From an optimization exercise on the open Yosys and OpenROAD flow, aimed at small area and a short achievable clock period; shortcuts taken in it are not production practice.
Function was checked by simulation only, so behaviour that the tests miss may differ from the original.
Power figures rest on the tool's default switching activity, not on a simulated workload.

### flow/run.sh
#!/bin/bash
# synth_recipe.tcl (not shown) runs the flow's synth.tcl, then flattens the netlist and writes it again
# the make line also repeats each setting of config.mk as NAME=value (left out here)
make -C /OpenROAD-flow-scripts/flow DESIGN_CONFIG=/design/flow/config.mk WORK_HOME=/design/flow/orfs CLKGATE_MAP_FILE= SYNTH_SCRIPT=/design/flow/synth_recipe.tcl finish
### flow/constraint.sdc
create_clock -name core_clock -period 15.0 [get_ports {clk}]
set_input_delay 3.0000 -clock core_clock [delete_from_list [all_inputs] [get_ports {clk}]]
set_output_delay 3.0000 -clock core_clock [all_outputs]
set_load 0.01 [all_outputs]
### flow/config.mk
export PLATFORM = sky130hd
export DESIGN_NAME = tfa_core
export DESIGN_NICKNAME = tfa_core
export VERILOG_FILES = /design/flow/design.v
export SDC_FILE = /design/flow/constraint.sdc
export NUM_CORES = 4
export LEC_CHECK = 0
export CAP_MARGIN = 20
export CORE_MARGIN = 2
export CORE_UTILIZATION = 40
export PLACE_DENSITY = 0.6
export SLEW_MARGIN = 20
### flow/design.v
module tfa_core (
    input  wire         clk,
    input  wire         rst,
    input  wire         host_we,
    input  wire [6:0]   host_addr,
    input  wire [31:0]  host_wdata,
    input  wire [31:0]  prog_len,
    output wire [31:0]  pc,
    input  wire [105:0] prog_rec,
    input  wire         dev_ready,
    output wire         dev_clear,
    output wire         z,
    output wire         rf_we,
    output wire [2:0]   rf_waddr,
    output wire [31:0]  rf_wdata,
    output wire         mem_we,
    output wire [5:0]   mem_waddr,
    output wire [31:0]  mem_wdata,
    output wire         done,
    output wire         fault,
    output wire [2:0]   fault_code,
    output wire [31:0]  fault_idx,
    output wire [31:0]  fault_info,
    output wire [31:0]  fault_cycle,
    output wire [31:0]  cycles,
    output wire [31:0]  stalls,
    output wire [31:0]  cache_hits,
    output wire [31:0]  cache_misses,
    output wire [31:0]  interrupts
);
    localparam [3:0] OP_NOP = 4'd0, OP_ADD = 4'd1, OP_SUB = 4'd2, OP_MUL = 4'd3,
                     OP_AND = 4'd4, OP_SHL = 4'd5, OP_MOV = 4'd6, OP_LOAD = 4'd7,
                     OP_STORE = 4'd8, OP_CMP = 4'd9, OP_JMP = 4'd10, OP_JZ = 4'd11,
                     OP_JNZ = 4'd12, OP_JE = 4'd13;
    localparam [2:0]  SENTINEL_REG   = 3'd7;
    localparam [31:0] SENTINEL_VALUE = 32'd999;
    reg [31:0] regs [0:7];
    reg [31:0] main_mem [0:63];
    reg [31:0] pc_r;
    reg        z_r;
    reg [3:0]  c_valid;
    reg [1:0]  c_tag [0:3];
    reg         if_valid;
    reg [3:0]   if_op;
    reg [2:0]   if_dest;
    reg         if_r0, if_r1;       
    reg [31:0]  if_v0, if_v1;       
    reg         id_valid;
    reg         id_d;
    reg [3:0]   id_op;
    reg         id_dv;              
    reg [2:0]   id_dest;
    reg [31:0]  id_va, id_vb;
    reg         ex_valid;
    reg         ex_ld, ex_st;       
    reg         ex_dv;
    reg [2:0]   ex_dest;
    reg [31:0]  ex_idx;
    reg [31:0]  ex_result;
    reg [31:0]  ex_sval;
    reg         mem_valid;
    reg         mem_dv;
    reg [2:0]   mem_dest;
    reg [31:0]  mem_result;
    reg         wb_valid;
    reg         done_r, fault_r;
    reg [31:0]  cycles_r, stalls_r, hits_r, misses_r, irqs_r;
    wire pc_in_bounds = !pc_r[31] && ($signed(pc_r) < $signed(prog_len));
    wire pipe_empty   = !if_valid && !id_valid && !ex_valid && !mem_valid && !wb_valid;
    wire natural_end  = pipe_empty && !dev_ready && !pc_in_bounds;
    wire active       = !rst && !done_r && !fault_r;
    wire irq_cycle    = active && dev_ready;
    wire stage_cycle  = active && !dev_ready;
    wire normal_cycle = stage_cycle && !natural_end;
    wire        addr_bad  = ex_result[31] || (|ex_result[30:6]);
    wire        mem_fault = (ex_ld || ex_st) && addr_bad;
    wire [5:0]  maddr     = ex_result[5:0];
    wire [1:0]  m_line    = maddr[3:2];
    wire        c_hit     = c_valid[m_line] && (c_tag[m_line] == maddr[5:4]);
    wire [31:0] mem_rd    = main_mem[maddr];
    wire [31:0] mem_next_result = ex_ld ? mem_rd : ex_result;
    wire op_add = (id_op == OP_ADD);
    wire op_sub = (id_op == OP_SUB);
    wire op_mul = (id_op == OP_MUL);
    wire op_and = (id_op == OP_AND);
    wire op_shl = (id_op == OP_SHL);
    wire op_mov = (id_op == OP_MOV);
    wire op_ld  = (id_op == OP_LOAD);
    wire op_st  = (id_op == OP_STORE);
    wire op_cmp = (id_op == OP_CMP);
    wire shift_big   = |id_vb[30:5];
    wire shift_fault = id_valid && op_shl && id_vb[31];
    wire writes_z    = id_valid && (op_add || op_sub || op_mul || op_and || op_shl || op_cmp);
    wire        row_a_en = op_add || op_sub || op_cmp || op_mov || op_ld;
    wire        row_b_en = op_add || op_sub || op_cmp || op_st;
    wire        row_b_inv = op_sub || op_cmp;
    wire [31:0] row_a   = id_va & {32{row_a_en}};
    wire [31:0] row_b   = (id_vb ^ {32{row_b_inv}}) & {32{row_b_en}};
    wire [31:0] row_and = id_va & id_vb & {32{op_and}};
    wire [31:0] row_shl = (id_va << id_vb[4:0]) & {32{op_shl && !shift_big}};
    wire [32:0] bx = {id_vb, 1'b0};
    wire [15:0] bt_one, bt_two, bt_neg;
    wire [31:0] pp [0:15];
    genvar gi;
    generate
        for (gi = 0; gi < 16; gi = gi + 1) begin : g_booth
            wire b0 = bx[2*gi];
            wire b1 = bx[2*gi+1];
            wire b2 = bx[2*gi+2];
            assign bt_one[gi] = op_mul && (b1 ^ b0);
            assign bt_two[gi] = op_mul && ((b2 && !b1 && !b0) || (!b2 && b1 && b0));
            assign bt_neg[gi] = op_mul && b2;
            wire [31:0] mag = ({32{bt_one[gi]}} & id_va) | ({32{bt_two[gi]}} & {id_va[30:0], 1'b0});
            wire [31:0] sel = mag ^ {32{bt_neg[gi]}};
            if (gi == 0) begin : g_first
                assign pp[gi] = sel;
            end else if (gi == 1) begin : g_second
                assign pp[gi] = {sel[29:0], 1'b0, bt_neg[0]};
            end else begin : g_rest
                assign pp[gi] = {sel[31-2*gi:0], 1'b0, bt_neg[gi-1], {(2*gi-2){1'b0}}};
            end
        end
    endgenerate
    wire [31:0] r0  = pp[0] | row_a;
    wire [31:0] r1  = pp[1] | row_b;
    wire [31:0] r2  = pp[2] | row_and;
    wire [31:0] r3  = pp[3] | {31'd0, row_b_inv};
    wire [31:0] r4  = pp[4];
    wire [31:0] r5  = pp[5];
    wire [31:0] r6  = pp[6];
    wire [31:0] r7  = pp[7];
    wire [31:0] r8  = pp[8];
    wire [31:0] r9  = pp[9];
    wire [31:0] r10 = pp[10];
    wire [31:0] r11 = pp[11];
    wire [31:0] r12 = pp[12];
    wire [31:0] r13 = pp[13];
    wire [31:0] r14 = pp[14];
    wire [31:0] r15 = pp[15];
    wire [31:0] r16 = row_shl | {1'b0, bt_neg[15], 30'd0};
    wire [31:0] t0s = r0 ^ r1 ^ r2;
    wire [31:0] t0c = {((r0[30:0] & r1[30:0]) | (r0[30:0] & r2[30:0]) | (r1[30:0] & r2[30:0])), 1'b0};
    wire [31:0] t1s = r3 ^ r4 ^ r5;
    wire [31:0] t1c = {((r3[30:0] & r4[30:0]) | (r3[30:0] & r5[30:0]) | (r4[30:0] & r5[30:0])), 1'b0};
    wire [31:0] t2s = r6 ^ r7 ^ r8;
    wire [31:0] t2c = {((r6[30:0] & r7[30:0]) | (r6[30:0] & r8[30:0]) | (r7[30:0] & r8[30:0])), 1'b0};
    wire [31:0] t3s = r9 ^ r10 ^ r11;
    wire [31:0] t3c = {((r9[30:0] & r10[30:0]) | (r9[30:0] & r11[30:0]) | (r10[30:0] & r11[30:0])), 1'b0};
    wire [31:0] t4s = r12 ^ r13 ^ r14;
    wire [31:0] t4c = {((r12[30:0] & r13[30:0]) | (r12[30:0] & r14[30:0]) | (r13[30:0] & r14[30:0])), 1'b0};
    wire [31:0] t5s = t0s ^ t0c ^ t1s;
    wire [31:0] t5c = {((t0s[30:0] & t0c[30:0]) | (t0s[30:0] & t1s[30:0]) | (t0c[30:0] & t1s[30:0])), 1'b0};
    wire [31:0] t6s = t1c ^ t2s ^ t2c;
    wire [31:0] t6c = {((t1c[30:0] & t2s[30:0]) | (t1c[30:0] & t2c[30:0]) | (t2s[30:0] & t2c[30:0])), 1'b0};
    wire [31:0] t7s = t3s ^ t3c ^ t4s;
    wire [31:0] t7c = {((t3s[30:0] & t3c[30:0]) | (t3s[30:0] & t4s[30:0]) | (t3c[30:0] & t4s[30:0])), 1'b0};
    wire [31:0] t8s = t5s ^ t5c ^ t6s;
    wire [31:0] t8c = {((t5s[30:0] & t5c[30:0]) | (t5s[30:0] & t6s[30:0]) | (t5c[30:0] & t6s[30:0])), 1'b0};
    wire [31:0] t9s = t6c ^ t7s ^ t7c;
    wire [31:0] t9c = {((t6c[30:0] & t7s[30:0]) | (t6c[30:0] & t7c[30:0]) | (t7s[30:0] & t7c[30:0])), 1'b0};
    wire [31:0] t10s = t4c ^ r15 ^ r16;
    wire [31:0] t10c = {((t4c[30:0] & r15[30:0]) | (t4c[30:0] & r16[30:0]) | (r15[30:0] & r16[30:0])), 1'b0};
    wire [31:0] t11s = t8s ^ t8c ^ t9s;
    wire [31:0] t11c = {((t8s[30:0] & t8c[30:0]) | (t8s[30:0] & t9s[30:0]) | (t8c[30:0] & t9s[30:0])), 1'b0};
    wire [31:0] t12s = t9c ^ t10s ^ t10c;
    wire [31:0] t12c = {((t9c[30:0] & t10s[30:0]) | (t9c[30:0] & t10c[30:0]) | (t10s[30:0] & t10c[30:0])), 1'b0};
    wire [31:0] t13s = t11s ^ t11c ^ t12s;
    wire [31:0] t13c = {((t11s[30:0] & t11c[30:0]) | (t11s[30:0] & t12s[30:0]) | (t11c[30:0] & t12s[30:0])), 1'b0};
    wire [31:0] t14s = t13s ^ t13c ^ t12c;
    wire [31:0] t14c = {((t13s[30:0] & t13c[30:0]) | (t13s[30:0] & t12c[30:0]) | (t13c[30:0] & t12c[30:0])), 1'b0};
    wire [31:0] tree_s = t14s;
    wire [31:0] tree_c = t14c;
    wire [31:0] ex_next_result = tree_s + tree_c;
    wire        sum_zero  = ((tree_s ^ tree_c) == {(tree_s[30:0] | tree_c[30:0]), 1'b0});
    wire        ex_fault  = shift_fault;
    wire        z_now     = writes_z ? sum_zero : z_r;
    wire d_is_branch = (if_op == OP_JMP) || (if_op == OP_JZ) || (if_op == OP_JNZ) || (if_op == OP_JE);
    wire d_taken = (if_op == OP_JMP) ||
                   (((if_op == OP_JZ) || (if_op == OP_JE)) && z_now) ||
                   ((if_op == OP_JNZ) && !z_now);
    wire d_has_dest = (if_op >= OP_ADD) && (if_op <= OP_LOAD);
    wire [2:0] s0_reg = if_v0[2:0];
    wire [2:0] s1_reg = if_v1[2:0];
    wire s0_wb  = mem_dv && (mem_dest == s0_reg);
    wire s0_mem = ex_dv  && (ex_dest  == s0_reg);
    wire s0_ex  = id_dv  && (id_dest  == s0_reg);
    wire s1_wb  = mem_dv && (mem_dest == s1_reg);
    wire s1_mem = ex_dv  && (ex_dest  == s1_reg);
    wire s1_ex  = id_dv  && (id_dest  == s1_reg);
    wire id_is_load = id_valid && op_ld;
    wire s0_hazard = if_r0 && !s0_wb && !s0_mem && s0_ex && id_is_load;
    wire s1_hazard = if_r1 && !s1_wb && !s1_mem && s1_ex && id_is_load;
    wire [31:0] s0_fwd = !if_r0  ? if_v0 :
                         s0_wb   ? mem_result :
                         s0_mem  ? mem_next_result :
                         s0_ex   ? ex_next_result :
                                   regs[s0_reg];
    wire [31:0] s1_fwd = !if_r1  ? if_v1 :
                         s1_wb   ? mem_result :
                         s1_mem  ? mem_next_result :
                         s1_ex   ? ex_next_result :
                                   regs[s1_reg];
    wire d_stall      = if_valid && !d_is_branch && (s0_hazard || s1_hazard);
    wire branch_taken = if_valid && d_is_branch && d_taken;
    wire [3:0]  f_op     = prog_rec[3:0];
    wire        f_src_lo = (f_op == OP_STORE) || (f_op == OP_CMP) || (f_op >= OP_JMP);
    wire [1:0]  f_k0 = prog_rec[5:4];
    wire [1:0]  f_k1 = prog_rec[7:6];
    wire [1:0]  f_k2 = prog_rec[9:8];
    wire [31:0] f_v0 = prog_rec[41:10];
    wire [31:0] f_v1 = prog_rec[73:42];
    wire [31:0] f_v2 = prog_rec[105:74];
    wire [31:0] id_idx = pc_r + {31'h7fffffff, !id_d};
    wire wb_write = stage_cycle && mem_dv;
    wire do_store = stage_cycle && ex_st && !addr_bad;
    assign pc           = pc_r;
    assign z            = z_r;
    assign dev_clear    = irq_cycle;
    assign rf_we        = wb_write || irq_cycle;
    assign rf_waddr     = dev_ready ? SENTINEL_REG : mem_dest;
    assign rf_wdata     = dev_ready ? SENTINEL_VALUE : mem_result;
    assign mem_we       = do_store;
    assign mem_waddr    = maddr;
    assign mem_wdata    = ex_sval;
    assign done         = done_r;
    assign fault        = fault_r;
    assign fault_code   = mem_fault ? 3'd3 : 3'd6;
    assign fault_idx    = mem_fault ? ex_idx : id_idx;
    assign fault_info   = mem_fault ? ex_result : id_vb;
    assign fault_cycle  = cycles_r;
    assign cycles       = cycles_r;
    assign stalls       = stalls_r;
    assign cache_hits   = hits_r;
    assign cache_misses = misses_r;
    assign interrupts   = irqs_r;
    always @(posedge clk) begin
        if (rst) begin
            if (host_we && host_addr[6])
                regs[host_addr[2:0]] <= host_wdata;
        end else if (rf_we) begin
            regs[rf_waddr] <= rf_wdata;
        end
    end
    always @(posedge clk) begin
        if (rst) begin
            if (host_we && !host_addr[6])
                main_mem[host_addr[5:0]] <= host_wdata;
        end else if (do_store) begin
            main_mem[maddr] <= ex_sval;
        end
    end
    always @(posedge clk) begin
        if (normal_cycle && ex_ld && !addr_bad && !c_hit)
            c_tag[m_line] <= maddr[5:4];
    end
    always @(posedge clk) begin
        if (rst)
            c_valid <= 4'd0;
        else if (normal_cycle && ex_ld && !addr_bad && !c_hit)
            c_valid[m_line] <= 1'b1;
    end
    wire advance = normal_cycle && !mem_fault && !ex_fault;
    always @(posedge clk) begin
        if (rst) begin
            pc_r      <= 32'd0;
            z_r       <= 1'b0;
            if_valid  <= 1'b0;
            id_valid  <= 1'b0;
            id_dv     <= 1'b0;
            ex_valid  <= 1'b0;
            ex_ld     <= 1'b0;
            ex_st     <= 1'b0;
            ex_dv     <= 1'b0;
            mem_valid <= 1'b0;
            mem_dv    <= 1'b0;
            wb_valid  <= 1'b0;
            done_r    <= 1'b0;
            fault_r   <= 1'b0;
            cycles_r  <= 32'd0;
            stalls_r  <= 32'd0;
            hits_r    <= 32'd0;
            misses_r  <= 32'd0;
            irqs_r    <= 32'd0;
        end else if (!done_r && !fault_r) begin
            if (natural_end) begin
                done_r <= 1'b1;
            end else if (dev_ready) begin
                irqs_r   <= irqs_r + 32'd1;
                cycles_r <= cycles_r + 32'd1;
            end else begin
                wb_valid <= mem_valid;
                if (mem_fault) begin
                    fault_r <= 1'b1;
                end else begin
                    mem_valid <= ex_valid;
                    mem_dv    <= ex_dv;
                    if (ex_ld) begin
                        if (c_hit) hits_r   <= hits_r + 32'd1;
                        else       misses_r <= misses_r + 32'd1;
                    end
                    if (ex_fault) begin
                        fault_r <= 1'b1;
                    end else begin
                        ex_valid <= id_valid;
                        ex_ld    <= id_valid && op_ld;
                        ex_st    <= id_valid && op_st;
                        ex_dv    <= id_dv;
                        z_r      <= z_now;
                        cycles_r <= cycles_r + 32'd1;
                        id_valid <= if_valid && !d_stall && !branch_taken;
                        id_dv    <= if_valid && !d_is_branch && !d_stall && d_has_dest;
                        if (d_stall)
                            stalls_r <= stalls_r + 32'd1;
                        if (branch_taken) begin
                            pc_r     <= if_v0;
                            if_valid <= 1'b0;
                        end else if (!d_stall) begin
                            if_valid <= pc_in_bounds;
                            if (pc_in_bounds)
                                pc_r <= pc_r + 32'd1;
                        end
                    end
                end
            end
        end
    end
    always @(posedge clk) begin
        if (!rst && !done_r && !fault_r && !natural_end && !dev_ready && !mem_fault) begin
            mem_dest   <= ex_dest;
            mem_result <= mem_next_result;
        end
    end
    always @(posedge clk) begin
        if (advance) begin
            ex_dest   <= id_dest;
            ex_idx    <= id_idx;
            ex_result <= ex_next_result;
            ex_sval   <= id_va;
            id_d    <= pc_in_bounds;
            id_op   <= if_op;
            id_dest <= if_dest;
            id_va   <= s0_fwd;
            id_vb   <= s1_fwd;
            if (!d_stall) begin
                if_op   <= f_op;
                if_dest <= f_v0[2:0];
                if_r0   <= f_src_lo ? (f_k0 == 2'b01) : (f_k1 == 2'b01);
                if_v0   <= f_src_lo ? f_v0 : f_v1;
                if_r1   <= f_src_lo ? (f_k1 == 2'b01) : (f_k2 == 2'b01);
                if_v1   <= f_src_lo ? f_v1 : f_v2;
            end
        end
    end
endmodule
==> run summary <==
cell usage after synthesis (14+ instances only):
| cell type | instances | share of area [%] |
|---|---|---|
| dfxtp_1 | 221 | 3.3 |
| inv_1 | 390 | 1.1 |
| fa_1 | 229 | 3.4 |
| and2_1 | 25 | 0.12 |
| a222oi_1 | 26 | 0.19 |
| o211ai_1 | 93 | 0.52 |
| mux4_2 | 834 | 14 |
| and3_1 | 44 | 0.20 |
| a211oi_1 | 39 | 0.22 |
| nand3_1 | 114 | 0.42 |
| mux2i_1 | 138 | 1.0 |
| nand2b_1 | 46 | 0.21 |
| nand2_1 | 378 | 1.1 |
| buf_2 | 22 | 0.082 |
| xor2_1 | 151 | 0.98 |
| o221ai_1 | 29 | 0.19 |
| a21oi_1 | 290 | 1.1 |
| nor3_1 | 110 | 0.41 |
| o22a_1 | 26 | 0.17 |
| nor4_1 | 23 | 0.11 |
| buf_4 | 40 | 0.22 |
| a21boi_0 | 14 | 0.078 |
| ha_1 | 179 | 1.7 |
| a31oi_1 | 51 | 0.24 |
| o22ai_1 | 26 | 0.12 |
| maj3_1 | 22 | 0.16 |
| nand4_1 | 56 | 0.26 |
| nor2_1 | 552 | 1.5 |
| and4_1 | 16 | 0.10 |
| o21ai_0 | 208 | 0.77 |
| edfxtp_1 | 2591 | 58 |
| a22oi_1 | 159 | 0.89 |
| nor2b_1 | 60 | 0.28 |
| mux2_2 | 203 | 1.7 |
| or2_2 | 17 | 0.079 |
| clkbuf_1 | 468 | 1.3 |
| o21a_1 | 17 | 0.095 |
| xnor2_1 | 276 | 1.8 |
| buf_1 | 129 | 0.36 |
| or3_1 | 52 | 0.24 |
| a21o_1 | 43 | 0.24 |
cells by family after synthesis:
family,count (synthesis)
buf+inv,1061
fa+ha+maj,430
simple gates,1542
xor+xnor,434
flops,2812
mux,1177
compound gates,1134
other cells,1
power by group through the flow:
stage / combinational, mW / sequential, mW / clock [mW]
floorplan: 1.64 / 8.88 / 0
global placement: 2.62 / 8.97 / 0
detailed placement: 2.63 / 8.98 / 0
CTS: 2.65 / 8.81 / 7.61
global route: 2.80 / 8.81 / 7.89
finish: 2.66 / 8.81 / 7.50
worst max-delay path, delay by kind of cell, from the launching register on:
| kind | cells | cell delay (ns) |
|---|---|---|
| simple gates | 11 | 3.65 |
| fa+ha+maj | 7 | 3.42 |
| buf+inv | 7 | 1.80 |
| compound gates | 3 | 0.80 |
| xor+xnor | 2 | 0.52 |
| flops | 1 | 0.51 |
final cells by class:
cell class,count,area share [%]
Sequential cell,2812,52.9
Clock inverter,154,1.05
Tap cell,4387,3.53
Multi-Input combinational cell,4718,31.4
Antenna cell,17,0.0274
Timing Repair Buffer,801,4.83
Clock buffer,405,5.31
Inverter,397,0.959
routing by layer:
layer	track usage [%]	vias to the layer above	part of all wire, %
met3	4.56	827	8.2
met4	15.3	14	6.4
li1	-	34200	-
met5	0	-	0.019
met2	44.2	4352	47
met1	35.8	44100	38
worst min path at each step:
stage	start	to	cells after the start
after floorplan	if_dest[0]	id_dest[0]	0
after global placement	c_valid[1]	c_valid[1]	1
after detailed placement	c_valid[1]	c_valid[1]	1
after CTS	c_valid[1]	c_valid[1]	1
after global routing	c_valid[1]	c_valid[1]	1
final	c_valid[0]	c_valid[0]	1
placed cells by master (no fill, tap or decap), types with 51 or more instances in the layout:
master	instances
mux2i_1	138
a21oi_1	290
inv_1	388
or3_1	52
clkdlybuf4s50_1	546
o21ai_0	207
xnor2_1	276
clkinv_1	57
nor2_4	68
edfxtp_1	2591
nor2_1	484
a31oi_1	51
buf_4	243
nand3_1	114
nand2_1	378
mux4_2	834
nor2b_1	60
clkbuf_16	311
mux2_2	186
clkbuf_1	80
nor3_1	101
nand4_1	56
o211ai_1	93
xor2_1	151
dfxtp_1	208
fa_1	229
ha_1	179
a22oi_1	159
==> summary.md <==
| Metric | Value |
|---|---|
| Status | `no timing/DRC/antenna violations` |
| Critical path fanouts, max | `38` |
| Post-route ant nets | `0` |
| Register-to-register setup slack | `4.01 ns` |
| Number of remaining DRC errors | `0` |
| DR iter-0 viols | `10600` |
| CP Class | `register to register` |
| Mapped Area | `0.134 mm^2` |
| Die footprint | `0.341 mm^2` |
| Placed insts | `13100` |
| Core Util, Final | `46.5%` |
| Area of the multi-input gates | `0.0487 mm^2` |
| Clock Tree Buf Depth | `4` |
| Distinct cells, synth | `90` |
| Post-synth EDFFs | `2591` |
| RSZ-0062 raised after global routing | `false` |
| Tot GR Track Use | `27.6%` |
| Vias in the first global route | `82100` |
| Fill cell count | `28600` |
| R2r startpoint | `id_op[2]` |
| Power share of the combinational group | `14.0%` |
| Fin cells | `13700` |
| Pwr/cell area | `122 mW/mm^2` |
| Die width | `584 um` |
| Yosys reg bits | `2812` |
| FF/Latch Area | `0.0823 mm^2` |
| Req. time, crit path | `15.77 ns` |
| Tcrit/Tclk final | `73.3%` |
| Asr flop ratio synth | `0%` |
| Hold Crit Class | `register to register` |
| NetSw | `4.93 mW` |
| Area Growth Syn to Fin | `15.5%` |
| Post-synthesis sequential area ratio | `61.1%` |
| Final Max Tran Viols | `0` |
| Worst r2r path cells | `30` |
| Max transition margin | `17.5%` |
| Worst-path clk slew | `0.06 ns` |
| Syn_area_per_cell | `15.7 um^2` |
| Synth Area in Adders | `5.24%` |
| Clock skew | `0.0899 ns` |
| Final worst path period need | `10.99 ns` |
| Drt via density | `6.10` |
| Fmax | `91.0 MHz` |
| Setup TNS | `0 ns` |
| Die height | `584 um` |
| Routability cong. | `0.952` |
| Setup Fix Bufs, Post-CTS | `0` |
| Peak supply drop | `0.107 mV` |
| Crit path to | `pc_r[7]` |
| Worst-Skew Late Latency | `0.96 ns` |
| Final setup fails | `0` |
| Gr ovfl total | `0` |
| TritonCTS clock tree | `built` |
| Post-Place Worst Slack | `4.17 ns` |
| Sw Share | `26.0%` |
| Cts-stage hold buffer count | `0` |
| Drt pass-1 iters | `7` |
| Most common cell on crit path | `fa_1` |
| Final hold viol count | `0` |
| Core Area | `0.334 mm^2` |
| Vias | `83500` |
| Clock Power Share | `39.5%` |
| Max-Cap Viols | `0` |
| I/O Buffers | `549` |
| Share of layout cells above drive strength 1 | `20.0%` |
| Main combinational cell family by area after synthesis | `multiplexers` |
| H-tree levels | `5` |
| Routed WL | `477000 um` |
| Leakage power | `50.4 nW` |
| Clock buffer count from CTS | `308` |
| Slowest CP cell | `nor2_4` |
| Row Count | `212` |
| Setup crit start kind | `register` |
| Largest net degree at the start of global routing | `133` |
| Primary FF master, synth | `edfxtp_1` |
| First-pass GRT wire length | `658000 um` |
| Final net count | `9627` |
| Crit path DAT | `11.76 ns` |
| Synthesized Nets | `9180` |
| WL per Instance | `34.9 um` |
| Min setup slack post-route | `4.01 ns` |
| Synth Area in Simple Gates | `5.33%` |
| Compound-Gate Fraction of Synth Area | `5.56%` |
| Mux cell area share after synthesis | `16.7%` |
| YS warnings | `1` |
| HPWL Detailed | `316000 um` |
| Clock sinks | `2812` |
| Crit path capture type | `register` |
| Int Pwr | `14.0 mW` |
| Post-route cell area | `0.155 mm^2` |
| Post-Synthesis Cells | `8591` |
| Biggest register | `main_mem` |
| Largest register FFs | `2048` |
| Starting Density | `40.3%` |
| Slew of the pin with the lowest slew margin | `1.23 ns` |
| Initial antenna violation count | `34` |
| Crit path launch | `id_op[2]` |
| Slowest stage delay, CP | `0.73 ns` |
| Design Power | `19.0 mW` |
| CTS resizes | `0` |
| Dpl cell area | `0.145 mm^2` |
| Io pins | `551` |
| Hold Slack | `0.458 ns` |
| Largest registers | `main_mem: 2048 flops, regs: 256 flops` |
| Seq pwr share | `46.5%` |
| Post-Synth XOR/XNOR Area | `2.90%` |
| RR Endpoint | `pc_r[7]` |
| Root Buffer | `clkbuf_16` |

[what the ideal ports hide]
Ports are ideal in the flow. The routed layout listed here was re-timed in OpenROAD.
Step 1: set_driving_cell puts a clkbuf_16 on clk and a buf_2 on each other input, an assumption about the parent block.
Step 2 times the ports against the registers' clock, not the clock port: input delays grow and output delays shrink by t, the midpoint of the rising clock arrivals with the driver on.
a / b / c = ideal ports / drivers / drivers and shift; a / b = the first two.
shift t [ns]: 1.017
setup slack, ns: 4.012 / 4.012 / 4.012
hold slack, ns: 0.458 / 0.458 / 0.458
After both steps setup and hold are still met in this run. For this run, drivers alone change the setup slack by 0.000 ns; drivers and shift together by 0.000 ns.
